Source: an optimization exercise on an open RTL-to-GDS flow (aim: small area, a short achievable clock period and few clock cycles per item). Production flows keep margins and buffers that such runs may drop.
Only simulation tests tie the RTL to the original design; equivalence was not proved.
Power is estimated from default activity; no workload was simulated.

**flow/design.v**
```verilog
module pma_engine (
    input  wire        clk,
    input  wire        rst,
    input  wire        cmd_valid,
    output wire        cmd_ready,
    input  wire [31:0] cmd_word,
    input  wire [7:0]  cmd_len,
    input  wire        in_valid,
    output wire        in_ready,
    input  wire [7:0]  in_data,
    output wire        out_valid,
    input  wire        out_ready,
    output wire [7:0]  out_data,
    output wire        res_valid,
    input  wire        res_ready,
    output wire [3:0]  res_status,
    output wire [31:0] res_value
);
    localparam [7:0] SOP = 8'h7E, EOP = 8'h7F, ESC = 8'h7D;
    localparam [3:0] K_STUFF = 4'd1, K_UNSTUFF = 4'd2, K_CSUM = 4'd3,
                     K_VERIFY = 4'd4, K_WRAP = 4'd5, K_UNWRAP = 4'd6,
                     K_SEAL = 4'd7, K_PUSH = 4'd8, K_POP = 4'd9,
                     K_CLOSE = 4'd10, K_STAT = 4'd11, K_ILL = 4'd12,
                     K_LEN = 4'd13;
    localparam [3:0] ST_OK = 4'h0, ST_FRAMING = 4'h1, ST_ESC_END = 4'h2,
                     ST_INV_ESC = 4'h3, ST_CSUM = 4'h4, ST_ILLEGAL = 4'h5,
                     ST_LENGTH = 4'h6, ST_FULL = 4'h7, ST_EMPTY = 4'h8,
                     ST_OVERFLOW = 4'h9;
    localparam [1:0] M_PLAIN = 2'd0, M_STUFF = 2'd1, M_WRAP = 2'd2, M_SEAL = 2'd3;
    localparam [1:0] S_NONE = 2'd0, S_SLOT = 2'd1, S_JOB = 2'd2;
    localparam RQD = 8;      
    localparam RQW = 3;
    function is_res(input [7:0] b);
        is_res = (b == SOP) || (b == EOP) || (b == ESC);
    endfunction
    wire [7:0] d_op  = cmd_word[7:0];
    wire [7:0] d_imm = cmd_word[15:8];
    wire [7:0] d_ch  = cmd_word[23:16];
    wire [7:0] d_rsv = cmd_word[31:24];
    wire d_codec = (d_op >= 8'h01) && (d_op <= 8'h07);
    wire d_rsm   = (d_op >= 8'h10) && (d_op <= 8'h13);
    wire d_ill   = !(d_codec || d_rsm) ||
                   (d_codec && ((d_imm != 8'd0) || (d_ch != 8'd0))) ||
                   (d_rsm && ((d_ch >= 8'd4) || ((d_op != 8'h10) && (d_imm != 8'd0))));
    wire d_len0  = (cmd_len == 8'd0);
    wire d_big   = (cmd_len > 8'd16);
    wire d_okc   = !d_ill && d_codec;
    wire d_okr   = !d_ill && d_rsm;
    wire [3:0] d_k = d_ill ? K_ILL : d_codec ? d_op[3:0] : {2'b10, d_op[1:0]};
    wire [7:0] d_x = ((d_op == 8'h10) && d_len0) ? d_imm : cmd_len;
    wire d_stf  = d_okc && ((d_op[2:0] == 3'd1) || (d_op[2:0] == 3'd5) || (d_op[2:0] == 3'd7));
    wire d_unst = d_okc && ((d_op[2:0] == 3'd2) || (d_op[2:0] == 3'd6));
    wire [23:0] c_in = {d_big, d_rsv != 8'd0, d_okr && (d_op[1:0] == 2'd0), d_okr, d_stf, d_unst,
                        d_k, d_ch[1:0], d_x, d_len0, cmd_len == 8'd1,
                        d_imm == SOP, d_imm == EOP};
    reg [23:0] cq0, cq1;
    reg [1:0]  ccnt;
    reg        c_rdy;
    wire       c_push = cmd_valid & (ccnt != 2'd2);
    wire       c_pop;
    always @(posedge clk) begin
        if (rst) begin
            ccnt  <= 2'd0;
            c_rdy <= 1'b1;
        end else begin
            ccnt  <= ccnt + {1'b0, c_push} - {1'b0, c_pop};
            c_rdy <= !((ccnt == 2'd2 && !c_pop) || (ccnt == 2'd1 && c_push && !c_pop));
        end
    end
    always @(posedge clk) begin
        if ((ccnt == 2'd0 && c_push) || (ccnt == 2'd1 && c_push && c_pop))
            cq0 <= c_in;
        else if (ccnt == 2'd2 && c_pop)
            cq0 <= cq1;
        if (ccnt == 2'd1 && c_push && !c_pop)
            cq1 <= c_in;
    end
    assign cmd_ready = c_rdy;
    wire [11:0] b_in = {in_data, in_data == SOP, in_data == EOP, in_data == ESC,
                        (in_data == 8'h5E) || (in_data == 8'h5F) || (in_data == 8'h5D)};
    reg [11:0] bq0, bq1;
    reg [1:0]  bcnt;
    reg        b_rdy;
    wire       b_push = in_valid & (bcnt != 2'd2);
    wire       b_pop;
    always @(posedge clk) begin
        if (rst) begin
            bcnt  <= 2'd0;
            b_rdy <= 1'b1;
        end else begin
            bcnt  <= bcnt + {1'b0, b_push} - {1'b0, b_pop};
            b_rdy <= !((bcnt == 2'd2 && !b_pop) || (bcnt == 2'd1 && b_push && !b_pop));
        end
    end
    always @(posedge clk) begin
        if ((bcnt == 2'd0 && b_push) || (bcnt == 2'd1 && b_push && b_pop))
            bq0 <= b_in;
        else if (bcnt == 2'd2 && b_pop)
            bq0 <= bq1;
        if (bcnt == 2'd1 && b_push && !b_pop)
            bq1 <= b_in;
    end
    assign in_ready = b_rdy;
    reg [7:0] jb  [0:1][0:15];           
    reg [4:0] j_len  [0:1];
    reg [1:0] j_mode [0:1];
    reg [7:0] j_ck   [0:1];
    reg [1:0] busy;                      
    reg [1:0] j_done;                    
    reg        ch_acc  [0:3];
    reg [4:0]  ch_alen [0:3];
    reg [1:0]  ch_qcnt [0:3];
    reg        ch_head [0:3];
    reg [3:0]  s_len   [0:7];            
    reg [7:0]  pinned;                   
    reg        w_en;
    reg [2:0]  w_slot;
    reg [3:0]  w_idx;
    reg [7:0]  w_dat;
    reg [RQW:0] occ;
    reg         occ_full;
    wire        x1_rec;                  
    wire        rq_pop;
    wire       hv  = (ccnt != 2'd0);
    wire       h_rsv = cq0[22];
    wire       h_big = cq0[23];
    wire [3:0] h_kr  = cq0[17:14];
    wire       h_kill = h_rsv || (cq0[20] && !cq0[3]);
    wire [3:0] hk  = h_kill ? K_ILL : (!h_kr[3] && h_big) ? K_LEN : h_kr;
    wire [1:0] hc  = cq0[13:12];
    wire [7:0] hx  = cq0[11:4];
    wire       hx0 = cq0[3];
    wire       hx1 = cq0[2];
    wire       hxs = cq0[1];
    wire       hxe = cq0[0];
    wire       bv    = (bcnt != 2'd0);
    wire [7:0] bd    = bq0[11:4];
    wire       b_sop = bq0[3];
    wire       b_eop = bq0[2];
    wire       b_esc = bq0[1];
    wire       b_code = bq0[0];
    wire       b_res = b_sop | b_eop | b_esc;
    wire h_rsm  = cq0[20] && !h_rsv && cq0[3];
    wire h_stf  = cq0[19] && !h_rsv && !h_big;
    wire h_unst = cq0[18] && !h_rsv && !h_big;
    wire h_push = cq0[21] && !h_rsv && cq0[3];
    wire h_buf  = h_stf || h_unst;
    reg       walk;      
    reg [4:0] en;        
    reg [7:0] rem;       
    reg       rem1;      
    reg [7:0] sum;       
    reg [5:0] ol;        
    reg       esc, ierr, fbad;
    reg [3:0] epos;
    reg       ex_st;     
    reg       ex_b;      
    reg       jw_en, jw_b, jd_set, jd_z, jd_unst;
    reg [3:0] jw_idx;
    reg [7:0] jw_dat;
    reg [4:0] en_d;      
    wire r0 = walk ? 1'b0 : hx0;
    wire r1 = walk ? rem1 : hx1;
    wire buf_free = !(busy[0] & busy[1]);
    wire nb = busy[0];                   
    wire cb = ex_st ? ex_b : nb;         
    wire go       = !h_buf || ex_st || (buf_free && (!h_stf || !occ_full));
    wire j_ok     = hv && !h_rsm && go;
    wire take     = j_ok && bv && !r0 && (h_stf || !r1 || !occ_full);
    wire fin_ct   = j_ok && h_stf && (r0 || (bv && r1));
    wire fin_job  = j_ok && !h_stf && !occ_full && (r0 || (bv && r1));
    wire push_ct  = j_ok && h_stf && !ex_st;
    wire alloc    = j_ok && h_buf && !ex_st;
    wire ct_alloc = !((hk == K_STUFF) && hx0);
    wire       c_acc  = ch_acc[hc];
    wire [4:0] c_alen = ch_alen[hc];
    wire [1:0] c_qcnt = ch_qcnt[hc];
    wire       c_head = ch_head[hc];
    wire       c_as   = c_head ^ c_qcnt[0];       
    wire       c_full = c_qcnt[1];
    wire       c_emp  = (c_qcnt == 2'd0);
    wire [3:0] cp;                       
    genvar gc;
    generate
        for (gc = 0; gc < 4; gc = gc + 1) begin : CPIN
            assign cp[gc] = (ch_head[gc] ^ ch_qcnt[gc][0]) ? pinned[2*gc+1] : pinned[2*gc];
        end
    endgenerate
    wire       stall_pin = h_push && cp[hc];
    wire       fin_rsm = hv && h_rsm && !occ_full && !stall_pin;
    assign c_pop  = fin_job || fin_rsm || fin_ct;
    assign b_pop  = take;
    assign x1_rec = fin_job || fin_rsm || push_ct;
    reg [7:0] n_sum;
    reg [5:0] n_ol;
    reg       n_esc, n_ierr, n_fbad;
    reg [3:0] n_epos;
    reg       wr_en;
    reg [3:0] wr_idx;
    reg [7:0] wr_dat;
    reg       body;
    wire [7:0] c_sum  = walk ? sum : 8'd0;
    wire [5:0] c_ol   = walk ? ol : 6'd0;
    wire       c_esc  = walk & esc;
    wire       c_ierr = walk & ierr;
    wire       c_fbad = walk & fbad;
    always @(*) begin
        n_sum = c_sum; n_ol = c_ol; n_esc = c_esc; n_ierr = c_ierr; n_fbad = c_fbad; n_epos = epos;
        wr_en = 1'b0; wr_idx = en[3:0]; wr_dat = bd;
        body = (hk == K_UNSTUFF) || (walk && !r1);
        if (h_stf) begin
            n_sum = c_sum - bd;
            n_ol  = c_ol + (b_res ? 6'd2 : 6'd1);
            wr_en = 1'b1;
        end else if (h_unst) begin
            if (hk == K_UNWRAP) begin
                if (!walk && !b_sop) n_fbad = 1'b1;
                if (r1 && !b_eop)    n_fbad = 1'b1;
            end
            wr_idx = c_ol[3:0];
            wr_dat = {bd[7:6], bd[5] ^ c_esc, bd[4:0]};
            if (body && !c_ierr) begin
                if (c_esc) begin
                    n_esc = 1'b0;
                    if (b_code) begin
                        wr_en = 1'b1;
                        n_ol  = c_ol + 6'd1;
                        n_sum = c_sum - {bd[7:6], ~bd[5], bd[4:0]};
                    end else begin
                        n_ierr = 1'b1;
                    end
                end else if (b_esc) begin
                    n_esc  = 1'b1;
                    n_epos = en[3:0];
                end else begin
                    wr_en = 1'b1;
                    n_ol  = c_ol + 6'd1;
                    n_sum = c_sum - bd;
                end
            end
        end else begin
            n_sum = c_sum - bd;
        end
        if (!take) begin
            n_sum = c_sum; n_ol = c_ol; n_esc = c_esc; n_ierr = c_ierr; n_fbad = c_fbad; n_epos = epos;
            wr_en = 1'b0;
        end
    end
    wire [7:0] rem_cur = walk ? rem : hx;
    reg        x2_v;
    reg        x2_job;       
    reg [3:0]  x2_st;
    reg [7:0]  x2_val;       
    reg        x2_stat;
    reg [1:0]  x2_src;
    reg [2:0]  x2_sid;
    reg [3:0]  x2_k;
    reg [5:0]  x2_ol;
    reg        x2_esc, x2_ierr, x2_fbad, x2_lt2;
    reg [3:0]  x2_epos;
    reg        x2_b;
    reg [3:0] p_st;
    reg [7:0] p_v;
    reg       p_stat;
    reg [1:0] p_src;
    reg [2:0] p_sid;
    always @(*) begin
        p_st = ST_OK; p_v = 8'd0; p_stat = 1'b0; p_src = S_NONE; p_sid = {2'b00, cb};
        case (hk)
        K_PUSH: begin
            if (c_full)
                p_st = ST_FULL;
            else if (c_acc && c_alen[4])
                p_st = ST_OVERFLOW;
            else if (c_acc && hxe)
                p_v = 8'd1;
        end
        K_POP: begin
            if (c_emp) begin
                p_st = ST_EMPTY;
            end else begin
                p_v   = {4'd0, s_len[{hc, c_head}]};
                p_src = S_SLOT;
                p_sid = {hc, c_head};
            end
        end
        K_STAT: begin
            p_stat = 1'b1;
            p_v    = {c_alen, c_qcnt, c_acc};
        end
        default: begin       
            if (h_stf && ct_alloc) p_src = S_JOB;
        end
        endcase
    end
    reg [3:0] f_st;
    reg [7:0] f_v;
    reg       f_stat;
    reg [1:0] f_src;
    reg [2:0] f_sid;
    wire [7:0] x2_ck = x2_val;
    always @(*) begin
        f_st = x2_st; f_v = x2_val; f_stat = x2_stat; f_src = x2_src; f_sid = x2_sid;
        if (x2_job) begin
            f_st = ST_OK; f_v = 8'd0; f_stat = 1'b0; f_src = S_NONE; f_sid = {2'b00, x2_b};
            case (x2_k)
            K_CSUM: f_v = x2_ck;
            K_VERIFY: begin
                f_v = x2_ck;
                if (x2_val != 8'd0) f_st = ST_CSUM;
            end
            K_UNSTUFF: begin
                if (x2_ierr) begin
                    f_st = ST_INV_ESC; f_v = {4'd0, x2_epos};
                end else if (x2_esc) begin
                    f_st = ST_ESC_END; f_v = {4'd0, x2_epos};
                end else if (x2_ol != 6'd0) begin
                    f_src = S_JOB;
                end
            end
            K_UNWRAP: begin
                if (x2_lt2 || x2_fbad) begin
                    f_st = ST_FRAMING;
                end else if (x2_ierr) begin
                    f_st = ST_INV_ESC; f_v = {4'd0, x2_epos};
                end else if (x2_esc) begin
                    f_st = ST_ESC_END; f_v = {4'd0, x2_epos};
                end else if (x2_val != 8'd0) begin
                    f_st = ST_CSUM; f_v = x2_ck;
                end else if (x2_ol != 6'd0) begin
                    f_src = S_JOB;
                end
            end
            K_ILL: f_st = ST_ILLEGAL;
            default: f_st = ST_LENGTH;
            endcase
        end
    end
    reg [13:0] rq_e [0:RQD-1];
    wire [13:0] f_enc = (f_src == S_JOB)  ? {2'd2, 11'd0, f_sid[0]} :
                        (f_src == S_SLOT) ? {2'd3, 5'd0, f_sid, f_v[3:0]} :
                        f_stat            ? {2'd1, 4'd0, f_v} : {2'd0, f_st, f_v};
    reg [RQW-1:0] rq_wr, rq_rd;
    reg [RQW:0]   rq_cnt;
    reg           rq_ne;
    wire [RQW:0]  rq_cnt_a = rq_cnt + {{RQW{1'b0}}, x2_v};
    wire [RQW:0]  occ_a    = occ + {{RQW{1'b0}}, x1_rec};
    wire       e_rel;                     
    wire       e_fr;                      
    reg  [1:0] e_src;
    reg  [2:0] e_sid;
    wire       x2_rel = x2_v && x2_job && (x2_k == K_UNSTUFF || x2_k == K_UNWRAP) &&
                        (f_src == S_NONE);
    integer i, j, k;
    always @(posedge clk) begin
        if (rst) begin
            walk <= 1'b0; en <= 5'd0;
            ex_st <= 1'b0;
            jw_en <= 1'b0; jd_set <= 1'b0; en_d <= 5'd0;
            busy <= 2'b00; j_done <= 2'b00; pinned <= 8'd0;
            w_en <= 1'b0;
            x2_v <= 1'b0;
            occ <= {(RQW+1){1'b0}}; occ_full <= 1'b0;
            rq_wr <= {RQW{1'b0}}; rq_rd <= {RQW{1'b0}}; rq_cnt <= {(RQW+1){1'b0}};
            rq_ne <= 1'b0;
            for (i = 0; i < 4; i = i + 1) begin
                ch_acc[i] <= 1'b0; ch_alen[i] <= 5'd0;
                ch_qcnt[i] <= 2'd0; ch_head[i] <= 1'b0;
            end
        end else begin
            if (fin_job || fin_ct) begin
                walk <= 1'b0; en <= 5'd0;
            end else if (take) begin
                walk <= 1'b1; en <= en + 5'd1;
            end
            jw_en  <= wr_en;
            en_d <= en;
            jd_set <= (fin_ct || fin_job) && h_buf;
            if (jd_set)
                j_done[jw_b] <= 1'b1;
            if (alloc)
                j_done[nb] <= 1'b0;
            if (fin_ct || fin_job)
                ex_st <= 1'b0;
            else if (alloc)
                ex_st <= 1'b1;
            for (j = 0; j < 2; j = j + 1) begin
                if (alloc && nb == j && !(h_stf && !ct_alloc))
                    busy[j] <= 1'b1;
                else if ((e_fr && e_src == S_JOB && e_sid[0] == j) ||
                         (x2_rel && x2_b == j) ||
                         (alloc && nb == j))
                    busy[j] <= 1'b0;
            end
            w_en <= 1'b0;
            if (fin_rsm) begin
                case (hk)
                K_PUSH: begin
                    if (!c_full) begin
                        if (!c_acc) begin
                            if (hxs) begin
                                ch_acc[hc]  <= 1'b1;
                                ch_alen[hc] <= 5'd1;
                            end
                        end else if (c_alen[4]) begin
                            ch_acc[hc]  <= 1'b0;
                            ch_alen[hc] <= 5'd0;
                        end else if (hxe) begin
                            ch_qcnt[hc] <= c_qcnt + 2'd1;
                            ch_acc[hc]  <= 1'b0;
                            ch_alen[hc] <= 5'd0;
                        end else begin
                            ch_alen[hc] <= c_alen + 5'd1;
                            w_en <= (c_alen[3:0] != 4'd15);
                        end
                    end
                end
                K_POP: begin
                    if (!c_emp) begin
                        ch_head[hc] <= ~c_head;
                        ch_qcnt[hc] <= c_qcnt - 2'd1;
                    end
                end
                K_CLOSE: begin
                    ch_acc[hc]  <= 1'b0;
                    ch_alen[hc] <= 5'd0;
                    ch_qcnt[hc] <= 2'd0;
                end
                default: ;
                endcase
            end
            for (j = 0; j < 8; j = j + 1)
                if ((fin_rsm && p_src == S_SLOT && p_sid == j) ||
                    (e_fr && e_src == S_SLOT && e_sid == j))
                    pinned[j] <= fin_rsm && p_src == S_SLOT && p_sid == j;
            x2_v <= x1_rec;
            if (x2_v)
                rq_wr <= rq_wr + 1'b1;
            if (rq_pop)
                rq_rd <= rq_rd + 1'b1;
            rq_cnt <= rq_pop ? rq_cnt_a - 1'b1 : rq_cnt_a;
            rq_ne  <= rq_pop ? (rq_cnt_a > 1) : (rq_cnt_a != 0);
            occ <= rq_pop ? occ_a - 1'b1 : occ_a;
            occ_full <= !rq_pop && ((occ == RQD) || ((occ == RQD - 1) && x1_rec));
        end
    end
    always @(posedge clk) begin
        if (take) begin
            rem  <= rem_cur - 8'd1;
            rem1 <= (rem_cur == 8'd2);
            sum <= n_sum; ol <= n_ol;
            esc <= n_esc; ierr <= n_ierr; fbad <= n_fbad; epos <= n_epos;
        end
        jw_b   <= cb;
        jw_idx <= wr_idx;
        jw_dat <= wr_dat;
        if (jw_en)
            jb[jw_b][jw_idx] <= jw_dat;
        jd_z   <= !(walk || take);
        if (jd_set)
            j_ck[jw_b] <= jd_z ? 8'd0 : sum;
        if (alloc) begin
            ex_b <= nb;
            j_mode[nb] <= (hk == K_STUFF) ? M_STUFF : (hk == K_WRAP) ? M_WRAP :
                          (hk == K_SEAL) ? M_SEAL : M_PLAIN;
            j_len[nb]  <= hx[4:0];
        end
        jd_unst <= h_unst;
        if (jd_set && jd_unst)
            j_len[jw_b] <= jd_z ? 5'd0 : ol[4:0];
        if (fin_rsm && h_push && !c_full && c_acc && !c_alen[4] && hxe)
            s_len[{hc, c_as}] <= c_alen[3:0] - 4'd1;
        w_slot <= {hc, c_as};
        w_idx  <= c_alen[3:0] - 4'd1;
        w_dat  <= hx;
        x2_job  <= !h_rsm && !h_stf;
        x2_st   <= p_st;
        x2_val  <= h_rsm ? p_v : n_sum;
        x2_stat <= p_stat;
        x2_src  <= p_src;
        x2_sid  <= p_sid;
        x2_k    <= hk;
        x2_ol   <= n_ol;
        x2_esc  <= n_esc;
        x2_ierr <= n_ierr;
        x2_fbad <= n_fbad;
        x2_lt2  <= !walk;
        x2_epos <= n_epos;
        x2_b    <= cb;
        if (x2_v)
            rq_e[rq_wr] <= f_enc;
    end
    localparam [2:0] PH_INIT = 3'd0, PH_SOP = 3'd1, PH_BODY = 3'd2, PH_BESC = 3'd3,
                     PH_CK = 3'd4, PH_CESC = 3'd5, PH_EOP = 3'd6, PH_DONE = 3'd7;
    reg       e_v;
    reg [3:0] e_st;
    reg [7:0] e_val;
    reg       e_stat;
    reg       e_sop, e_stf, e_ckp;
    reg [4:0] e_blen;
    reg [2:0] ph;
    reg [5:0] e_cnt;
    reg       e_nd;      
    reg       e_pd;      
    reg       e_frd;     
    reg [4:0] rp;
    reg [3:0] rps [0:7];                 
    reg [3:0] rpj;                       
    reg [7:0] rbs, rbj;                  
    reg       rb_v;
    reg [8:0]  ob0, ob1;
    reg [1:0]  ocnt;
    reg        ob_sp;
    reg [19:0] rr0, rr1;
    reg [1:0]  rcnt;
    reg        rr_sp;
    reg        need_rec;     
    reg        o_valid;
    reg        r_valid;
    wire       e_slot = (e_src == S_SLOT);
    wire       e_jid  = e_sid[0];
    wire       e_data = (e_src != S_NONE);
    wire [7:0] e_ck   = j_ck[e_jid];
    wire       e_jd   = j_done[e_jid];
    wire [2:0] eph = (ph == PH_INIT) ? (e_sop ? PH_SOP : PH_BODY) : ph;
    wire       e_last = (rp == e_blen);
    wire [2:0] after_body = e_ckp ? PH_CK : (e_sop ? PH_EOP : PH_DONE);
    wire       ck_res = is_res(e_ck);
    wire [7:0] rb     = e_slot ? rbs : rbj;
    reg        rbj_res;                  
    wire       rb_res = rbj_res;         
    reg [7:0] g_byte;
    reg [2:0] g_ph;
    reg       g_inc;
    reg       g_wait;
    always @(*) begin
        g_byte = 8'd0; g_ph = eph; g_inc = 1'b0; g_wait = 1'b0;
        case (eph)
        PH_SOP: begin
            g_byte = SOP;
            g_ph   = (e_blen == 5'd0) ? (e_ckp ? PH_CK : PH_EOP) : PH_BODY;
        end
        PH_BODY: begin
            g_wait = !rb_v;
            if (e_stf && rb_res) begin
                g_byte = ESC; g_ph = PH_BESC;
            end else begin
                g_byte = rb; g_inc = 1'b1;
                g_ph = e_last ? after_body : PH_BODY;
            end
        end
        PH_BESC: begin
            g_byte = rb ^ 8'h20; g_inc = 1'b1;
            g_ph = e_last ? after_body : PH_BODY;
        end
        PH_CK: begin
            g_wait = !e_jd;
            if (ck_res) begin
                g_byte = ESC; g_ph = PH_CESC;
            end else begin
                g_byte = e_ck; g_ph = PH_EOP;
            end
        end
        PH_CESC: begin
            g_byte = e_ck ^ 8'h20; g_ph = PH_EOP;
        end
        PH_EOP: begin
            g_byte = EOP; g_ph = PH_DONE;
        end
        default: g_wait = 1'b1;
        endcase
    end
    wire e_emit = e_v && e_data && !g_wait && ob_sp;
    assign e_fr = e_emit && (g_ph == PH_EOP || g_ph == PH_DONE) && !e_frd;
    assign e_rel = rr_sp && (e_nd || e_pd);
    wire   e_load = (!e_v || e_rel) && rq_ne;
    assign rq_pop = e_load;
    wire [13:0] n_e   = rq_e[rq_rd];
    wire [1:0] n_src  = (n_e[13:12] == 2'd2) ? S_JOB : (n_e[13:12] == 2'd3) ? S_SLOT : S_NONE;
    wire [2:0] n_sid  = (n_e[13:12] == 2'd3) ? n_e[6:4] : {2'b00, n_e[0]};
    wire [7:0] n_val  = (n_e[13:12] == 2'd3) ? {4'd0, n_e[3:0]} : n_e[7:0];
    wire [1:0] n_mode = j_mode[n_sid[0]];
    wire       n_slot = (n_src == S_SLOT);
    wire [4:0] n_blen  = n_slot ? n_val[4:0] : j_len[n_sid[0]];
    wire       n_prime = (n_src == S_JOB) && (j_done[n_sid[0]] || (en_d != 5'd0));
    reg        rlt_b, rlt_e;
    wire       rd_ok   = e_v && e_data && rlt_b && (e_slot || e_jd || rlt_e);
    wire       rd_go   = rd_ok && (!rb_v || (e_emit && g_inc));
    wire [4:0] rp_1    = rp + 5'd1;
    wire [7:0] s_byte [0:7];
    genvar gs;
    generate
        for (gs = 0; gs < 8; gs = gs + 1) begin : SLOT
            reg [7:0] m [0:13];
            always @(posedge clk)
                if (w_en && w_slot == gs)
                    m[w_idx] <= w_dat;
            assign s_byte[gs] = m[rps[gs]];
        end
    endgenerate
    wire [7:0] rd_sbyte = s_byte[e_sid];
    wire [7:0] rd_jbyte = jb[e_jid][rpj];
    always @(posedge clk) begin
        if (rst) begin
            e_v <= 1'b0; ph <= PH_INIT; e_cnt <= 6'd0;
            e_nd <= 1'b0; e_pd <= 1'b0;
            rb_v <= 1'b0; rp <= 5'd0; rlt_b <= 1'b0; rlt_e <= 1'b0;
            for (k = 0; k < 8; k = k + 1) rps[k] <= 4'd0;
            rpj <= 4'd0;
        end else begin
            if (e_fr)
                e_frd <= 1'b1;
            if (e_emit) begin
                ph <= g_ph;
                e_pd <= (g_ph == PH_DONE);
                e_cnt <= e_cnt + 6'd1;
            end
            rlt_e <= rd_go ? (rp_1 < en) : (rp < en);
            if (rd_go)
                rlt_b <= (rp_1 < e_blen);
            if (rd_go) begin
                rb_v <= 1'b1;
                rp   <= rp + 5'd1;
                for (k = 0; k < 8; k = k + 1) rps[k] <= rps[k] + 4'd1;
                rpj  <= rpj + 4'd1;
            end else if (e_emit && g_inc) begin
                rb_v <= 1'b0;
            end
            if (e_rel && !e_load) begin
                e_v  <= 1'b0;
                e_nd <= 1'b0;
                e_pd <= 1'b0;
            end
            if (e_load) begin
                e_v    <= 1'b1;
                e_nd   <= (n_src == S_NONE);
                e_pd   <= 1'b0;
                e_frd  <= 1'b0;
                rlt_b  <= ({4'd0, n_prime} < n_blen);
                rlt_e  <= ({4'd0, n_prime} < en);
                ph     <= PH_INIT;
                e_cnt  <= 6'd0;
                rb_v   <= n_prime;
                rp     <= {4'd0, n_prime};
                for (k = 0; k < 8; k = k + 1) rps[k] <= {3'd0, n_prime};
                rpj    <= {3'd0, n_prime};
            end
        end
    end
    always @(posedge clk) begin
        if (e_load) begin
            e_st   <= (n_e[13:12] == 2'd0) ? n_e[11:8] : ST_OK;
            e_val  <= n_val;
            e_stat <= (n_e[13:12] == 2'd1);
            e_src  <= n_src;
            e_sid  <= n_sid;
            e_sop  <= n_slot || (n_mode == M_WRAP) || (n_mode == M_SEAL);
            e_stf  <= !n_slot && (n_mode != M_PLAIN);
            e_ckp  <= !n_slot && (n_mode == M_SEAL);
            e_blen <= n_blen;
            rbj    <= jb[n_sid[0]][0];
            rbj_res <= is_res(jb[n_sid[0]][0]);
        end else if (rd_go) begin
            rbj    <= rd_jbyte;
            rbj_res <= is_res(rd_jbyte);
        end
        if (rd_go)
            rbs <= rd_sbyte;
    end
    wire [8:0]  ob_in = {g_ph == PH_DONE, g_byte};
    wire [19:0] rr_in = {e_data, e_st,
                         e_stat ? {5'd0, e_val[2:1] == 2'd2, e_val[2:1] != 2'd0, e_val[0]} :
                         e_data ? {2'b00, e_cnt} : e_val,
                         e_stat ? e_val[2:1] : 2'd0,
                         e_stat ? e_val[7:3] : 5'd0};
    wire o_vi   = (ocnt != 2'd0) && !need_rec && !((rcnt != 2'd0) && !rr0[19]);
    wire r_vi   = (rcnt != 2'd0) && (!rr0[19] || need_rec);
    wire o_pop  = o_vi && out_ready;
    wire r_pop  = r_vi && res_ready;
    wire o_push = e_emit;
    wire r_push = e_rel;
    reg [1:0]  ocnt_n, rcnt_n;
    reg [8:0]  ob0_n;
    reg [19:0] rr0_n;
    reg        nr_n;
    always @(*) begin
        ocnt_n = ocnt + {1'b0, o_push} - {1'b0, o_pop};
        rcnt_n = rcnt + {1'b0, r_push} - {1'b0, r_pop};
        ob0_n = ob0;
        if (o_pop)
            ob0_n = (ocnt == 2'd2) ? ob1 : ob_in;
        else if (ocnt == 2'd0)
            ob0_n = ob_in;
        rr0_n = rr0;
        if (r_pop)
            rr0_n = (rcnt == 2'd2) ? rr1 : rr_in;
        else if (rcnt == 2'd0)
            rr0_n = rr_in;
        nr_n = need_rec;
        if (o_pop && ob0[8])
            nr_n = 1'b1;
        else if (r_pop && rr0[19])
            nr_n = 1'b0;
    end
    always @(posedge clk) begin
        if (rst) begin
            ocnt <= 2'd0; rcnt <= 2'd0; ob_sp <= 1'b1; rr_sp <= 1'b1;
            need_rec <= 1'b0; o_valid <= 1'b0; r_valid <= 1'b0;
        end else begin
            ocnt  <= ocnt_n;
            rcnt  <= rcnt_n;
            ob_sp <= (ocnt_n != 2'd2);
            rr_sp <= (rcnt_n != 2'd2);
            need_rec <= nr_n;
            o_valid <= (ocnt_n != 2'd0) && !nr_n && !((rcnt_n != 2'd0) && !rr0_n[19]);
            r_valid <= (rcnt_n != 2'd0) && (!rr0_n[19] || nr_n);
        end
    end
    always @(posedge clk) begin
        ob0 <= ob0_n;
        rr0 <= rr0_n;
        if ((o_push && ocnt == 2'd1 && !o_pop) || (o_push && ocnt == 2'd2 && o_pop))
            ob1 <= ob_in;
        if ((r_push && rcnt == 2'd1 && !r_pop) || (r_push && rcnt == 2'd2 && r_pop))
            rr1 <= rr_in;
    end
    assign out_valid  = o_valid;
    assign out_data   = ob0[7:0];
    assign res_valid  = r_valid;
    assign res_status = rr0[18:15];
    assign res_value  = {11'd0, rr0[4:0], 6'd0, rr0[6:5], rr0[14:7]};
endmodule
```
**flow/run.sh**
```bash
#!/bin/bash
# synth_recipe.tcl (not shown) runs the flow's synth.tcl, then flattens the netlist and writes it again
# the make line also repeats each setting of config.mk as NAME=value (left out here)
make -C /OpenROAD-flow-scripts/flow DESIGN_CONFIG=/design/flow/config.mk WORK_HOME=/design/flow/orfs CLKGATE_MAP_FILE= SYNTH_SCRIPT=/design/flow/synth_recipe.tcl finish
```
**flow/config.mk**
```make
export PLATFORM = sky130hd
export DESIGN_NAME = pma_engine
export DESIGN_NICKNAME = pma_engine
export VERILOG_FILES = /design/flow/design.v
export SDC_FILE = /design/flow/constraint.sdc
export NUM_CORES = 4
export LEC_CHECK = 0
export CAP_MARGIN = 0
export CORE_MARGIN = 2
export CORE_UTILIZATION = 60
export SLEW_MARGIN = 0
```
**flow/constraint.sdc**
```tcl
create_clock -name core_clock -period 10.0 [get_ports {clk}]
set_input_delay 2.0000 -clock core_clock [delete_from_list [all_inputs] [get_ports {clk}]]
set_output_delay 2.0000 -clock core_clock [all_outputs]
set_load 0.01 [all_outputs]
```
==> results.txt <==
-- cell usage in the layout (no fill, tap or decap), types with 89 or more instances in the layout --
cell type and count:
clkbuf_16 178, dfxtp_1 168, edfxtp_1 1566, inv_1 93, mux2_2 100, mux2i_1 89
mux4_2 348, nand2_1 268, nor2_1 385, o21ai_0 107
-- cell usage after synthesis (7+ instances only) --
master / instances / share of area, %
edfxtp_1: 1566 / 66
nor2_1: 392 / 2.1
mux4_2: 348 / 11
nand2_1: 269 / 1.4
dfxtp_1: 188 / 5.3
clkbuf_1: 122 / 0.64
o21ai_0: 108 / 0.76
mux2_2: 100 / 1.6
inv_1: 94 / 0.49
mux2i_1: 89 / 1.2
a21oi_1: 80 / 0.56
ha_1: 61 / 1.1
nor2b_1: 61 / 0.53
nand3_1: 56 / 0.39
nor3_1: 51 / 0.36
buf_4: 48 / 0.50
xnor2_1: 48 / 0.59
xor2_1: 46 / 0.56
buf_2: 41 / 0.29
buf_1: 34 / 0.18
nand2b_1: 34 / 0.30
a31oi_1: 29 / 0.25
nand4_1: 27 / 0.24
a211oi_1: 26 / 0.27
and2_1: 23 / 0.20
a21o_1: 19 / 0.20
nor4_1: 19 / 0.17
a22o_1: 17 / 0.21
o22ai_1: 17 / 0.15
nand3b_1: 14 / 0.15
and3_1: 13 / 0.11
o211ai_1: 13 / 0.14
or3_1: 12 / 0.11
a22oi_1: 11 / 0.12
a32oi_1: 11 / 0.13
o221ai_1: 11 / 0.13
a21boi_0: 8 / 0.084
o31ai_1: 8 / 0.084
o21ai_1: 7 / 0.049
-- final cells by class --
class	count	area (um2)
Fill cell	8077	38900
Sequential cell	1754	50800
Multi-Input combinational cell	2160	19200
Clock buffer	240	4810
Inverter	96	360
Timing Repair Buffer	148	1320
Tap cell	1536	1920
Clock inverter	77	693
Antenna cell	2	5.00
-- report_power, final --
group          switching (mW)  internal (mW)
Combinational            1.87          0.928
Sequential              0.615           9.13
Clock                    2.67           3.64
-- sequential cells by signal, indices dropped and copies added (netlist names), 9 cells and up, named ones only --
register,cells
j_ck,16
rr0,20
j_len,10
ch_alen,20
ob0,9
jb,256
bq1,12
rr1,20
s_len,32
rq_e,112
cq0,24
rps,32
cq1,24
bq0,12
ob1,9
SLOT.m,896
-- worst min-delay path by stage --
stage / start / slack (ps) / depth (start not counted) / end
floorplan: cq0[9]$_DFFE_PN_ / 350 / 0 / w_dat[5]$_DFF_P_
global placement: bq0[7]$_DFFE_PP_ / 360 / 0 / jw_dat[3]$_DFF_P_
detailed placement: cq0[9]$_DFFE_PN_ / 370 / 0 / w_dat[5]$_DFF_P_
CTS: bq0[7]$_DFFE_PP_ / 380 / 0 / jw_dat[3]$_DFF_P_
global route: cq0[9]$_DFFE_PN_ / 390 / 0 / w_dat[5]$_DFF_P_
finish: bq0[7]$_DFFE_PP_ / 370 / 0 / jw_dat[3]$_DFF_P_
-- stage by stage --
stage	power [mW]	hold slack, ps
finish	18.9	375
global route	19.5	390
CTS	19.0	381
detailed placement	12.7	366
global placement	12.7	363
floorplan	11.5	347
-- layer usage --
layer,routed length (um),vias up
met5,39,-
met4,5000,6
met3,9720,273
met2,79800,1219
met1,69700,19214
li1,-,16705
-- worst max-delay path, delay by kind of cell (launching register included) --
| family | cells | cell delay [ps] |
|---|---|---|
| simple gates | 4 | 1700 |
| buf+inv | 2 | 1020 |
| flops | 1 | 570 |
| compound gates | 2 | 390 |
| mux | 1 | 380 |
-- cell families after synthesis --
| group | Yosys count | share of synthesized area, % |
|---|---|---|
| AOI/OAI and AO/OA | 424 | 3.88 |
| xor gates and xnor gates | 94 | 1.15 |
| adders and majority gates | 64 | 1.14 |
| buffers and inverters | 343 | 2.14 |
| DFF | 1754 | 71.1 |
| muxes | 548 | 14.0 |
| other | 1 | 0.00525 |
| and+or+nand+nor | 1013 | 6.55 |
==> results.yml <==
routing:
  drcViolationCount: 0
  drt_first_iter_violations: 3899
  wl_per_cell_um: 27.3
  wl_um: 164000
  ant_nets: 0
  vias: 37417
  vias_per_cell: 6.22
  firstDrtPassIters: 5
clocking:
  cts_resized: 0
  cts_root_buffer: "clkbuf_16"
  hold_buffers: 0
  cts_sinks: 1754
  clk_pin_slew_ps: 60
  clock_latency_ps: 790
  htreeDepth: 4
  cts_tree: "built"
  clk_path_buf_depth: 3
  cts_buffers: 174
  post_cts_buffers: 0
global_route:
  grt_util_met2_pct: 44.0
  busiest_layer: "met2"
  gr-total-overflow: 0
  grt_pass1_vias: 36841
  grtUsageTotal_pct: 27.4
  grt_max_degree: 91
  antenna_found_initial: 5
  grt_util_met1_pct: 39.1
  grt_pass1_wl_um: 244000
  met3_usage_pct: 4.36
synth:
  synth_ff_type: "edfxtp_1"
  synthDistinctLibCells: 89
  synth-seq-cells: 1754
  synth_area_per_cell_um2: 16.8
  synth_edf_count: 1566
  ys_warn_count: 2
  seq_area_frac_synth_pct: 71.1
  syn_inst: 4241
  synth_area_mm2: 0.0714
  async_flop_share_pct: 0
final_layout:
  final_layout_size_suffix_gt1_share_pct: 18.4
  final_util_pct: 67.0
  fin_nets: 4451
  final_cell_area_mm2: 0.0792
  finalNonFillerCells: 6013
  area_delta_synth_final_pct: 10.8
placed_design:
  gp_congestion: 0.890
  pre_cts_ws_ps: 5380
  place_area_mm2: 0.0737
  dp.final_hpwl_um: 106000
  dp_cells: 5694
  io_buffers: 84
sta:
  finalCriticalPeriod_ps: 4210
  max_freq_mhz: 238
  setup_slack_ps: 5790
  tightestPinTransition_ps: 1190
  fin_crit_sh_pct: 42.1
  rsz0062_at_grt: "no"
  setup_viol: 0
  final.setup.tns_ps: 0
  finalMaxSlewViolations: 0
  maxSlewHeadroom_pct: 19.7
  finalHoldViolations: 0
  skew_ps: 20.7
floorplan:
  coreArea_mm2: 0.118
  io_pins: 102
  die_y_um: 349
  die-area_mm2: 0.122
  die_w_um: 349
  rows: 126
  initial_core_util_pct: 60.5
setup_path:
  cp-end-kind: "flop"
  crit_start: "cq0[22]$_DFFE_PN_"
  r2r_end: "x2_val[3]$_DFF_P_"
  cp_cell_sequence: "or3b_1 -> a311oi_1 -> nand3_1 -> inv_2 -> buf_4 -> and3_1 -> mux2_1 -> nand2_1 -> o21ai_1"
  startpoint_type: "flop"
  r2r-start: "cq0[22]$_DFFE_PN_"
  crit_end: "x2_val[3]$_DFF_P_"
  slowest_stage: "or3b_1"
  cp.arrival_ps: 4850
  worstPathRequired_ps: 10650
  critPathKind: "reg -> reg"
  critical_path.max_stage_delay_ps: 600
  worstRegToRegCells: 9
  path_max_fanout: 27
  worst-r2r-setup-slack_ps: 5790
pwr:
  ir_drop_mv: 0.196
  p_per_area_mw_per_mm2: 238
  p_leak_nw: 25.2
job:
  maxCapViolations: 0
min_path:
  holdCritPathClass: "reg -> reg"
run_status:
  outcome: "finished clean"
Testbench counts, summed over its fixed seeds: cycles 19,320, items 5,121.

==> static timing again, ports no longer ideal <==
No port has a modelled driver above. Below, the same layout with a new extraction and two added sets of constraints.
Step 1: set_driving_cell puts a clkbuf_16 on clk and a buf_2 on each other input, an assumption about the parent block.
Step 2, shift: input delay + t, output delay - t, t = (earliest + latest rising clock arrival at the registers) / 2. This alone moves slack from input paths to output paths.
a / b / c = ideal ports / drivers / drivers and shift; a / b = the first two.
t, ns: 0.859
slack for setup (ns): 5.795 / 5.795 / 5.375
worst setup path after step 2: input to register
worst slew at a driven data input, ns: 0.18
After both steps this run still meets setup and hold. The setup slack of this run moves by 0.000 ns with the drivers and by -0.420 ns with both steps.
